This is an optimization exercise on Yosys and OpenROAD, whose aim is small area, a short achievable clock period and few clock cycles, not a production implementation. The RTL was checked by simulation tests, not by an equivalence proof against the original design. Power figures rest on the tool's default switching activity, not on a simulated workload.

==> flow/design.v <==
module gpusim_bs (
    input  wire        clk,
    input  wire        rst,           
    input  wire        cmd_valid,
    output wire        cmd_ready,
    input  wire [3:0]  cmd_op,
    input  wire [7:0]  cmd_a,
    input  wire [7:0]  cmd_b,
    input  wire [7:0]  cmd_c,
    output reg         rsp_valid,
    output reg  [3:0]  rsp_kind,
    output reg  [1:0]  rsp_space,
    output reg  [15:0] rsp_info,
    input  wire [7:0]  rd_addr,
    output wire [7:0]  rd_data,
    input  wire [2:0]  rd_reg,
    output wire [7:0]  rd_reg_data,
    output wire [7:0]  pc_o,
    output wire [7:0]  pend_o,
    output wire [1:0]  ctrl_o
);
    localparam MEM_SIZE  = 64;
    localparam REG_COUNT = 8;
    localparam OP_RESET  = 4'd0;
    localparam OP_LOAD   = 4'd1;
    localparam OP_STEP   = 4'd2;
    localparam OP_EXEI   = 4'd4;
    localparam OP_RUN    = 4'd5;
    localparam OP_PAUSE  = 4'd6;
    localparam OP_STOP   = 4'd7;
    localparam OP_WRMEM  = 4'd8;
    localparam K_OK      = 4'd0;
    localparam K_TOOBIG  = 4'd5;
    localparam K_BADCODE = 4'd7;
    localparam K_OOB     = 4'd9;
    localparam K_UNSUP   = 4'd10;
    localparam SP_NONE   = 2'd0;
    localparam SP_REG    = 2'd1;
    localparam SP_MEM    = 2'd2;
    localparam SP_FETCH  = 2'd3;
    localparam C_STOPPED = 2'd0;
    localparam C_RUNNING = 2'd1;
    localparam C_PAUSED  = 2'd2;
    localparam S_IDLE  = 3'd0;
    localparam S_LOAD  = 3'd1;
    localparam S_CHECK = 3'd2;
    localparam S_FETCH = 3'd3;
    localparam S_EXEC  = 3'd4;
    reg [7:0] mem  [0:MEM_SIZE-1];
    reg [7:0] regs [0:REG_COUNT-1];
    reg [7:0] pc;
    reg [7:0] pend;
    reg [1:0] ctrl;
    reg [2:0] state;
    reg [1:0] fk;         
    reg [7:0] ir_op;
    reg [7:0] ir_a;
    reg [7:0] ir_b;
    reg       in_run;     
    reg       is_exei;    
    reg [7:0] load_len;
    reg [5:0] load_w;     
    assign cmd_ready = (state == S_IDLE) || (state == S_LOAD);
    wire accept = cmd_valid && cmd_ready;
    wire [7:0] faddr = pc + {6'd0, fk};
    wire [7:0] fbyte = mem[faddr[5:0]];
    reg        d_fault;
    reg [3:0]  d_kind;
    reg [1:0]  d_space;
    reg [7:0]  d_info;
    reg        d_reg_we;
    reg [7:0]  d_reg_wd;
    reg        d_mem_we;
    wire [7:0] reg_a = regs[ir_a[2:0]];
    wire [7:0] reg_b = regs[ir_b[2:0]];
    always @(*) begin
        d_fault  = 1'b0;
        d_kind   = K_OK;
        d_space  = SP_NONE;
        d_info   = 8'd0;
        d_reg_we = 1'b0;
        d_reg_wd = 8'd0;
        d_mem_we = 1'b0;
        case (ir_op)
            8'h01, 8'h02, 8'h03: begin
                if (ir_a >= REG_COUNT) begin
                    d_fault = 1'b1;
                    d_kind  = K_OOB;
                    d_space = SP_REG;
                    d_info  = ir_a;
                end else begin
                    d_reg_we = 1'b1;
                    if (ir_op == 8'h01)
                        d_reg_wd = ir_b;
                    else if (ir_op == 8'h02)
                        d_reg_wd = reg_a + ir_b;
                    else
                        d_reg_wd = reg_a - ir_b;
                end
            end
            8'h04: begin
                if (ir_a >= MEM_SIZE) begin
                    d_fault = 1'b1;
                    d_kind  = K_OOB;
                    d_space = SP_MEM;
                    d_info  = ir_a;
                end else if (ir_b >= REG_COUNT) begin
                    d_fault = 1'b1;
                    d_kind  = K_OOB;
                    d_space = SP_REG;
                    d_info  = ir_b;
                end else begin
                    d_mem_we = 1'b1;
                end
            end
            default: begin
                d_fault = 1'b1;
                d_kind  = K_BADCODE;
                d_info  = ir_op;
            end
        endcase
    end
    wire load_beat = (state == S_LOAD) && cmd_valid;
    wire clear_all = rst || (state == S_IDLE && accept && cmd_op == OP_RESET);
    wire [7:0] load_base = {load_w, 1'b0} + {2'b0, load_w};    
    wire       wm_we = (state == S_IDLE) && accept && (cmd_op == OP_WRMEM) && (cmd_a < MEM_SIZE);
    wire       st_we = (state == S_EXEC) && d_mem_we;
    integer i;
    always @(posedge clk) begin
        for (i = 0; i < MEM_SIZE; i = i + 1) begin
            if (clear_all)
                mem[i] <= 8'd0;
            else if (load_beat && load_w == i / 3 && i < load_len)
                mem[i] <= (i % 3 == 0) ? cmd_a : (i % 3 == 1) ? cmd_b : cmd_c;
            else if (wm_we && cmd_a == i)
                mem[i] <= cmd_b;
            else if (st_we && ir_a == i)
                mem[i] <= reg_b;
        end
    end
    always @(posedge clk) begin
        for (i = 0; i < REG_COUNT; i = i + 1) begin
            if (clear_all)
                regs[i] <= 8'd0;
            else if (state == S_EXEC && d_reg_we && ir_a[2:0] == i)
                regs[i] <= d_reg_wd;
        end
    end
    always @(posedge clk) begin
        rsp_valid <= 1'b0;
        if (rst) begin
            state     <= S_IDLE;
            pc        <= 8'd0;
            pend      <= 8'd0;
            ctrl      <= C_STOPPED;
            fk        <= 2'd0;
            ir_op     <= 8'd0;
            ir_a      <= 8'd0;
            ir_b      <= 8'd0;
            in_run    <= 1'b0;
            is_exei   <= 1'b0;
            load_len  <= 8'd0;
            load_w    <= 6'd0;
            rsp_kind  <= K_OK;
            rsp_space <= SP_NONE;
            rsp_info  <= 16'd0;
        end else begin
            case (state)
                S_IDLE: begin
                    if (cmd_valid) begin
                        rsp_kind  <= K_OK;
                        rsp_space <= SP_NONE;
                        rsp_info  <= 16'd0;
                        in_run    <= 1'b0;
                        is_exei   <= 1'b0;
                        fk        <= 2'd0;
                        case (cmd_op)
                            OP_RESET: begin
                                pc        <= 8'd0;
                                pend      <= 8'd0;
                                ctrl      <= C_STOPPED;
                                rsp_valid <= 1'b1;
                            end
                            OP_LOAD: begin
                                if ({cmd_a, cmd_b} > MEM_SIZE) begin
                                    rsp_kind  <= K_TOOBIG;
                                    rsp_info  <= {cmd_a, cmd_b};
                                    rsp_valid <= 1'b1;
                                end else if ({cmd_a, cmd_b} == 16'd0) begin
                                    pend      <= 8'd0;
                                    pc        <= 8'd0;
                                    rsp_valid <= 1'b1;
                                end else begin
                                    load_len <= cmd_b;
                                    load_w   <= 6'd0;
                                    state    <= S_LOAD;
                                end
                            end
                            OP_STEP: begin
                                state <= S_FETCH;
                            end
                            OP_EXEI: begin
                                ir_op   <= cmd_a;
                                ir_a    <= cmd_b;
                                ir_b    <= cmd_c;
                                is_exei <= 1'b1;
                                state   <= S_EXEC;
                            end
                            OP_RUN: begin
                                ctrl   <= C_RUNNING;
                                in_run <= 1'b1;
                                state  <= S_CHECK;
                            end
                            OP_PAUSE: begin
                                ctrl      <= C_PAUSED;
                                rsp_valid <= 1'b1;
                            end
                            OP_STOP: begin
                                ctrl      <= C_STOPPED;
                                rsp_valid <= 1'b1;
                            end
                            OP_WRMEM: begin
                                if (cmd_a >= MEM_SIZE) begin
                                    rsp_kind  <= K_OOB;
                                    rsp_space <= SP_MEM;
                                    rsp_info  <= {8'd0, cmd_a};
                                end
                                rsp_valid <= 1'b1;
                            end
                            default: begin
                                rsp_kind  <= K_UNSUP;
                                rsp_info  <= {12'd0, cmd_op};
                                rsp_valid <= 1'b1;
                            end
                        endcase
                    end
                end
                S_LOAD: begin
                    if (cmd_valid) begin
                        load_w <= load_w + 6'd1;
                        if (load_base + 8'd3 >= load_len) begin
                            pend      <= load_len;
                            pc        <= 8'd0;
                            rsp_valid <= 1'b1;
                            state     <= S_IDLE;
                        end
                    end
                end
                S_CHECK: begin
                    if (pc >= pend) begin
                        ctrl      <= C_STOPPED;
                        rsp_valid <= 1'b1;
                        state     <= S_IDLE;
                    end else begin
                        fk    <= 2'd0;
                        state <= S_FETCH;
                    end
                end
                S_FETCH: begin
                    if (faddr >= MEM_SIZE) begin
                        rsp_kind  <= K_OOB;
                        rsp_space <= SP_FETCH;
                        rsp_info  <= {8'd0, faddr};
                        rsp_valid <= 1'b1;
                        state     <= S_IDLE;
                    end else begin
                        case (fk)
                            2'd0:    ir_op <= fbyte;
                            2'd1:    ir_a  <= fbyte;
                            default: ir_b  <= fbyte;
                        endcase
                        if (fk == 2'd2)
                            state <= S_EXEC;
                        else
                            fk <= fk + 2'd1;
                    end
                end
                S_EXEC: begin
                    if (d_fault) begin
                        rsp_kind  <= d_kind;
                        rsp_space <= d_space;
                        rsp_info  <= {8'd0, d_info};
                        rsp_valid <= 1'b1;
                        state     <= S_IDLE;
                    end else if (is_exei) begin
                        rsp_info  <= 16'd2;
                        rsp_valid <= 1'b1;
                        state     <= S_IDLE;
                    end else begin
                        pc <= pc + 8'd3;
                        if (in_run) begin
                            state <= S_CHECK;
                        end else begin
                            rsp_valid <= 1'b1;
                            state     <= S_IDLE;
                        end
                    end
                end
                default: state <= S_IDLE;
            endcase
        end
    end
    assign rd_data     = (rd_addr < MEM_SIZE) ? mem[rd_addr[5:0]] : 8'd0;
    assign rd_reg_data = regs[rd_reg];
    assign pc_o        = pc;
    assign pend_o      = pend;
    assign ctrl_o      = ctrl;
endmodule
==> flow/run.sh <==
#!/bin/bash
# synth_recipe.tcl (not shown) runs the flow's synth.tcl, then flattens the netlist and writes it again
# the make line also repeats each setting of config.mk as NAME=value (left out here)
make -C /OpenROAD-flow-scripts/flow DESIGN_CONFIG=/design/flow/config.mk WORK_HOME=/design/flow/orfs CLKGATE_MAP_FILE= SYNTH_SCRIPT=/design/flow/synth_recipe.tcl finish
==> flow/config.mk <==
export PLATFORM = sky130hd
export DESIGN_NAME = gpusim_bs
export DESIGN_NICKNAME = gpusim_bs
export VERILOG_FILES = /design/flow/design.v
export SDC_FILE = /design/flow/constraint.sdc
export NUM_CORES = 4
export LEC_CHECK = 0
export CAP_MARGIN = 20
export CORE_MARGIN = 2
export CORE_UTILIZATION = 25
export SLEW_MARGIN = 20
==> flow/constraint.sdc <==
create_clock -name core_clock -period 10.0 [get_ports {clk}]
set_input_delay 2.0000 -clock core_clock [delete_from_list [all_inputs] [get_ports {clk}]]
set_output_delay 2.0000 -clock core_clock [all_outputs]
set_load 0.01 [all_outputs]
==> results.cfg <==
[power]
power_density_mw_per_mm2 = 127.8
switching_share_pct = 29.68
ir_drop_uv = 144.5
intPower_mw = 4.699
power_leakage_nw = 16.98
p_switching_mw = 1.983
clockPowerShare_pct = 50.6
p_comb_share_pct = 9.6
seqPwrFrac_pct = 39.8

[placed_design]
dp_hpwl_microns = 344000
place_area_sq_mm = 0.04917
numPortBuffers = 99
gp_congestion = 1.102

[worst_setup_path]
cp.arrival_ns = 6.54
crit_top_cell = clkdlybuf4s50_1
crit_path_start_kind = input port
cp-endpoint = rd_data[1]
critical_path.max_stage_delay_ns = 0.94
startpoint = rd_addr[5]
rr_worst_depth = 11
crit_type = input port to output port
path_cells = clkdlybuf4s50_1, nand2_1, nor2_2, a22o_1, a221oi_1, nand4_1, nor4_1, a21oi_1, clkdlybuf4s50_1
critical_path_peak_fanout = 16
regToRegStartpoint = pc[1]
reg2reg_to = ir_a[7]
crit_path_end_kind = output port
path_buf_inv = 2
worst-r2r-setup-slack_ns = 3.27
critPathRequiredTime_ns = 8.00
worst-path-stages = 9
cpLargestDelayFamily = simple AND/OR/NAND/NOR gates
cpMaxStageDelayCell = nor4_1

[timing]
fin_skew_ns = 0.04969
worstMarginPinSlew_ns = 1.293
final.setup.tns_ns = 0
fmax_ghz = 0.1172
final.min_clock_period_ns = 8.536
rsz0062_at_grt = no
finalHoldViolCount = 0
fin_crit_sh_pct = 85.36
setup_violations = 0
max_slew_margin_pct = 13.10
drv_slew = 0

[logic_synthesis]
synth_edf_count = 0
synth.distinct_cells = 93
yosysSeqAreaShare_pct = 30.18
yosysWarningCount = 3
synth_flop_cell = dfxtp_1
syn_nets = 6116
syn_area_sq_mm = 0.04391
synthArstFlopShare_pct = 0
synth.avg_cell_area_sq_um = 7.296
synthCells = 6019
synth_seq_cells = 662

[flow_run]
cap_violations = 0

[route]
wire_per_inst_microns = 52.29
first_pass_iters = 10
via_per_inst = 6.790
drc_errors = 0
drtAntennaViolNets = 0
num_vias = 57510
drtIter0Drc = 11403
finalWirelength_microns = 442900

[status]
outcome = complete, no violations

[grt]
gr-usage-all-layers_pct = 47.54
grt_pass1_vias = 50270
grt_pass1_wl_microns = 556100
grt_max_degree = 165
antenna_found_initial = 108
grt_overflow_total = 0

[layout]
fill_cells = 18941
syn2layout_area_growth_pct = 19.04
final_area_sq_mm = 0.05227
final_nets = 6134
drive_above_1_share_pct = 12.46

[min_path]
hp-class = register to register

[die]
die_y_microns = 423.1
start_util_pct = 25.21
core_sq_mm = 0.1742
die_area_sq_mm = 0.1790
io_pins = 100
row_count = 153
fp.dieW_microns = 423.1

[clock_network]
cts_buffers = 88
cts_hold_buffers = 0
cts_buffer_depth = 3
post_cts_buffers = 0
cts-root-buf = clkbuf_16
cts_tree = yes
cts-resized-gates = 0
htree_levels = 3
insertion_delay_ns = 0.81
cts.sinks = 662
path_clk_slew_ns = 0.06
[synth_stat cells, types with 83 or more instances]
| cell | count | area share [%] |
|---|---|---|
| nand3_1 | 155 | 1.8 |
| a21oi_1 | 684 | 7.8 |
| a22o_1 | 96 | 1.9 |
| a22oi_1 | 392 | 6.7 |
| dfxtp_1 | 662 | 30 |
| nand2_1 | 746 | 6.4 |
| nor2_1 | 894 | 7.6 |
| clkbuf_1 | 467 | 4.0 |
| o21ai_0 | 275 | 3.1 |
| o211ai_1 | 106 | 1.8 |
| mux2i_1 | 282 | 6.4 |
| a211oi_1 | 210 | 3.6 |
| a221oi_1 | 101 | 2.0 |
| nor3_1 | 83 | 0.95 |
[worst register-to-register path, cell delays in order (launching register included)]
cell and delay, ns:
dfxtp_1 0.71, ha_1 0.40, a21oi_2 0.84, nor3_1 0.21
nor2_2 0.66, buf_4 0.50, mux2_2 0.45, a22oi_1 0.83
nor2_1 0.07, or4_1 0.58, o31ai_1 1.07, o32ai_1 0.22
[layer usage]
layer	GRT usage [%]	up-vias	share of wire, %
li1	-	22454	-
met2	67.22	5158	40
met1	60.22	28457	39
met5	0.1344	-	0.090
met4	31.91	58	8.6
met3	16.75	1383	12
[state kept, by name, summed over array words and instances (netlist names)]
| name | flops |
|---|---|
| pc | 8 |
| rsp_space | 2 |
| in_run | 1 |
| rsp_valid | 1 |
| is_exei | 1 |
| rsp_kind | 4 |
| mem | 512 |
| rsp_info | 16 |
| ir_a | 8 |
| regs | 64 |
| fk | 2 |
| load_w | 6 |
| ir_op | 8 |
| pend | 8 |
| ir_b | 8 |
| ctrl | 2 |
| state | 3 |
| load_len | 8 |
[layout make-up]
class                      count  area, sq um  area share [%]
antenna                       44        110.1          0.2106
inverter                      61        229.0          0.4380
clock buffer                 124         2591           4.957
multi-input combinational   4792        29340           56.12
sequential                   662        13250           25.36
timing repair buffer         432         3463           6.625
tap                         2325         2909           5.565
clock inverter                30        379.1          0.7253
[layout by cell type, fill, tap and decap left out, types with 155 or more instances in the layout]
cell | synthesis | final
a211oi_1 | 210 | 200
a21oi_1 | 684 | 668
a22oi_1 | 392 | 392
buf_4 | 0 | 336
dfxtp_1 | 662 | 661
mux2i_1 | 282 | 282
nand2_1 | 746 | 744
nand3_1 | 155 | 155
nor2_1 | 894 | 816
o21ai_0 | 275 | 274
[metrics by stage]
step | util, % | power, mW | setup slack (ns) | instances | hold WS (ns)
floorplan | - | 3.011 | 4.403 | 6019 | 0.4407
global placement | 28.19 | 3.314 | 1.725 | 8269 | 0.4411
detailed placement | 28.22 | 3.318 | 1.709 | 8270 | 0.4446
CTS | 29.93 | 6.649 | 1.701 | 8424 | 0.4528
global route | 29.95 | 6.763 | 1.581 | 8428 | 0.4857
finish | 30.01 | 6.682 | 1.464 | 8470 | 0.4503
[power by group through the flow]
stage	Clock [mW]	Combinational (mW)	Sequential (mW)
2_1_floorplan	0	0.300	2.71
3_3_place_gp	0	0.600	2.71
3_5_place_dp	0	0.605	2.71
4_1_cts	3.39	0.606	2.66
5_1_grt	3.47	0.637	2.66
6_report	3.38	0.643	2.66
[worst min-delay path by stage]
stage,from,to,slack (ns),depth (start not counted)
final,rsp_info[12],rsp_info[12],0.45,2
after global routing,rsp_info[10],rsp_info[10],0.49,2
after CTS,rsp_info[13],rsp_info[13],0.45,2
after detailed placement,rsp_info[13],rsp_info[13],0.44,2
after global placement,rsp_info[14],rsp_info[14],0.44,2
after floorplan,mem[47][2],mem[47][2],0.44,2
[kinds of logic after synthesis]
kind of cell,count (synthesis),share of synthesized area (%)
compound gates,2215,33.53
simple gates,2158,21.12
flops,662,30.18
buf+inv,565,4.869
mux,332,8.069
fa+ha+maj,55,1.601
xor+xnor,32,0.6382
Testbench counts, summed over its fixed seeds: cycles 50,792.

[what the ideal ports hide]
The results above use ideal ports. As a check the final layout listed here was re-extracted and re-timed, cells and wires unchanged. Step 1 assumes that a clkbuf_16 drives the clock port and a buf_2 every other input. Step 2 moves the port delays by t, midway between the first and last clock arrival at a register: inputs arrive t later, outputs are due t later. That takes back most of the time a late clock gives input paths. Three values: ideal, step 1, step 2; two values: the first two.
t (ns): 0.863
slack for setup (ns): 1.464 / 1.436 / 1.436
latest minus earliest clock arrival (ns): 0.060 / 0.060
worst slew at a driven data input, ns: 0.05
After both steps this run still meets setup and hold. For this run, drivers alone change the setup slack by -0.028 ns; drivers and shift together by -0.028 ns.
